This is an optimization exercise on Yosys and OpenROAD, whose aim is small area, a short achievable clock period and few clock cycles per item, not a production implementation. In this exercise RTL edits were held to simulation tests only and were not proved equivalent to the original. Power and IR drop assume default switching activity.

Setup of v47:
// fsync_refmgr
module fsync_refmgr (
    input  wire        clk,
    input  wire        rst,
    input  wire        cmd_valid,
    output wire        cmd_ready,
    input  wire [31:0] cmd,
    output reg         done,
    output reg  [7:0]  status_code,
    output reg  [7:0]  last_opc,
    output reg  [31:0] result0,
    output reg  [31:0] result1,
    output reg         direction,
    output reg  [1:0]  p_refs,
    output reg  [1:0]  ref_count,
    output reg  [15:0] ref0,
    output reg  [15:0] ref1,
    output reg  [1:0]  prep_count,
    output reg  [15:0] prep0,
    output reg  [15:0] prep1,
    output reg  [4:0]  ring_count,
    output reg  [31:0] next_display,
    output reg  [5:0]  evq_count
);
    localparam MAX_REFS = 2;
    localparam RING_CAP = 16;
    localparam EVQ_CAP  = 32;
    localparam OP_NOP        = 8'h00;
    localparam OP_RESET      = 8'h01;
    localparam OP_EV_POP     = 8'h02;
    localparam OP_SET_DIR    = 8'h40;
    localparam OP_SET_PREFS  = 8'h41;
    localparam OP_REF_PREP   = 8'h42;
    localparam OP_REF_UPD    = 8'h43;
    localparam OP_POST_DEC   = 8'h44;
    localparam OP_REV_REMOVE = 8'h45;
    localparam ST_OK          = 8'h00;
    localparam ST_SELF_REF    = 8'h04;
    localparam ST_EMPTY       = 8'h05;
    localparam ST_INSUFF_REFS = 8'h14;
    localparam ST_ILLEGAL     = 8'h20;
    localparam ST_RING_FULL   = 8'h23;
    localparam ST_EVQ_FULL    = 8'h24;
    localparam ST_NOT_IN_LIST = 8'h25;
    localparam ST_STATE       = 8'h26;
    reg         ready;
    reg         cmd_v;
    assign cmd_ready = ready;
    reg  [7:0]  opc;
    reg         fld, refb;
    reg  [1:0]  ptype;
  ...
==> flow/config.mk <==
export PLATFORM = sky130hd
export DESIGN_NAME = fsync_refmgr
export DESIGN_NICKNAME = fsync_refmgr
export VERILOG_FILES = /design/flow/design.v
export SDC_FILE = /design/flow/constraint.sdc
export NUM_CORES = 4
export LEC_CHECK = 0
export ABC_AREA = 1
export CAP_MARGIN = 20
export CORE_MARGIN = 2
export CORE_UTILIZATION = 60
export SLEW_MARGIN = 20
export SETUP_SLACK_MARGIN = 5.5
==> flow/constraint.sdc <==
create_clock -name core_clock -period 8.0 [get_ports {clk}]
set_input_delay 1.6000 -clock core_clock [delete_from_list [all_inputs] [get_ports {clk}]]
set_output_delay 1.6000 -clock core_clock [all_outputs]
set_load 0.01 [all_outputs]
standard.sh (not shown) runs the stock make flow with config.mk's settings and CLKGATE_MAP_FILE= SYNTH_SCRIPT=/design/flow/synth_recipe.tcl, a recipe that flattens the netlist after the stock synthesis.
==> flow/flow/run.sh <==
#!/bin/bash
set -euo pipefail
echo "export SETUP_SLACK_MARGIN = 5.5" >> config.mk
bash standard.sh > standard.log 2>&1
Testbench counts of v47, summed over its fixed seeds: cycles 18,671, commands 18,562.
Input changes introduced in v22 (baseline for comparison: v47):
==> flow/run.sh (new file) <==
#!/bin/bash
# synth_recipe.tcl (not shown) runs the flow's synth.tcl, then flattens the netlist and writes it again
# the make line also repeats each setting of config.mk as NAME=value (left out here)
make -C /OpenROAD-flow-scripts/flow DESIGN_CONFIG=/design/flow/config.mk WORK_HOME=/design/flow/orfs CLKGATE_MAP_FILE= SYNTH_SCRIPT=/design/flow/synth_recipe.tcl finish
--- a/flow/config.mk
+++ b/flow/config.mk
@@ -6,8 +6,7 @@
 export NUM_CORES = 4
 export LEC_CHECK = 0
-export ABC_AREA = 1
 export CAP_MARGIN = 20
 export CORE_MARGIN = 2
 export CORE_UTILIZATION = 60
+export SETUP_SLACK_MARGIN = 5
 export SLEW_MARGIN = 20
-export SETUP_SLACK_MARGIN = 5.5
removed: flow/flow/run.sh
removed: flow/standard.sh
### Flow results
- Delta (v22 minus v47): final critical-path share of the clock period went up by 1.8 points, portion of total power attributed to combinational logic saw a decrease, area taken by multi-input logic gates dropped about 16%, die outline width now smaller.
Setup changes, v22 to v38
--- a/flow/config.mk
+++ b/flow/config.mk
@@ -6,4 +6,5 @@
 export NUM_CORES = 4
 export LEC_CHECK = 0
+export ABC_AREA = 1
 export CAP_MARGIN = 20
 export CORE_MARGIN = 2
==> notes.md <==
For the number of logic inverters in the finished layout, v38 came in about 600% higher than v22 did.
On number of ordinary and repair buffers in the finished layout: between v38 and v22, it ends up higher for v22.
v38 vs v22 — final critical-path share of the clock period dropped 1.4 points.
Die area, v38 vs v22: up by a little under 10%
Delta(routed via count divided by cell count, v38 - v22) < 0
Re multi-input gate share of the layout cell area: v38 is 1.7 points up on v22.
Changes observed in v38 relative to v22: core utilization has decreased, total power after layout went up 2.4%, worst hold slack grew by 0.023 ns.
v38 reports its kind of critical path as reg2out while v22 reports reg2reg.
Relative to v22, fraction of power consumed by the clock network decreased by 0.4 points in v38.
> inputs changed (v38 -> v50)
--- a/flow/config.mk
+++ b/flow/config.mk
@@ -9,5 +9,5 @@
 export CAP_MARGIN = 20
 export CORE_MARGIN = 2
-export CORE_UTILIZATION = 60
+export CORE_UTILIZATION = 40
 export SETUP_SLACK_MARGIN = 5
 export SLEW_MARGIN = 20
[summary]
- Die outline height grows by more than 10% when moving from v38 to v50.
- Between v38 and v50, the achievable frequency figures differ only marginally.
- Global-route usage over all layers for v50: 9.9 points down relative to v38
- In v50, number of buffers and inverters on the critical path is higher than in v38.
- v50 vs v38, via count of the first global-routing pass went up by 1.8%.
- Diff v38 -> v50: clock insertion delay at the later pin of the skew report increased by 0.02 ns relative to the old numbers, post-layout worst setup margin closely matched the old numbers.
- Compared with v38, first-iteration DRC count in v50 increased by a few percent.
- The worst hold slack number comes out higher for v50 vs v38.
- Going from v38 to v50, post-route cell area grows by 1.8%.
- Any difference in power after layout between v50 and v38 is small enough to ignore.

-- what the ideal ports hide --
No port has a modelled driver above. Below, the same layouts with a new extraction and two added sets of constraints. Step 1 (the two cells are an assumption about what drives the block):
set clk [get_ports {clk}]
set_driving_cell -lib_cell sky130_fd_sc_hd__clkbuf_16 $clk
set_driving_cell -lib_cell sky130_fd_sc_hd__buf_2 [delete_from_list [all_inputs] $clk]
Step 2 adds t to the input delays and takes it off the output delays; t is the mean of the earliest and latest rising clock arrival at the registers after step 1. Input paths then give back, and output paths get back, about the clock's delay inside the block. a / b / c = no drivers / after step 1 / after step 2; a / b = the first two.
| run | t, ns | setup WS [ns] | worst setup path after step 2 | cell pins on the clock port's net |
|---|---|---|---|---|
| v47 | 0.753 | 5.050 / 5.007 / 4.743 | input to register | 1 |
| v22 | 0.749 | 4.902 / 4.853 / 4.297 | input to register | 1 |
| v38 | 0.744 | 5.011 / 4.935 / 4.443 | input to register | 1 |
| v50 | 0.784 | 5.008 / 4.945 / 4.322 | input to register | 1 |
After both steps every run listed still meets setup and hold. The setup slack of v50, which loses most, moves by -0.063 ns with the drivers and by -0.686 ns with both steps.
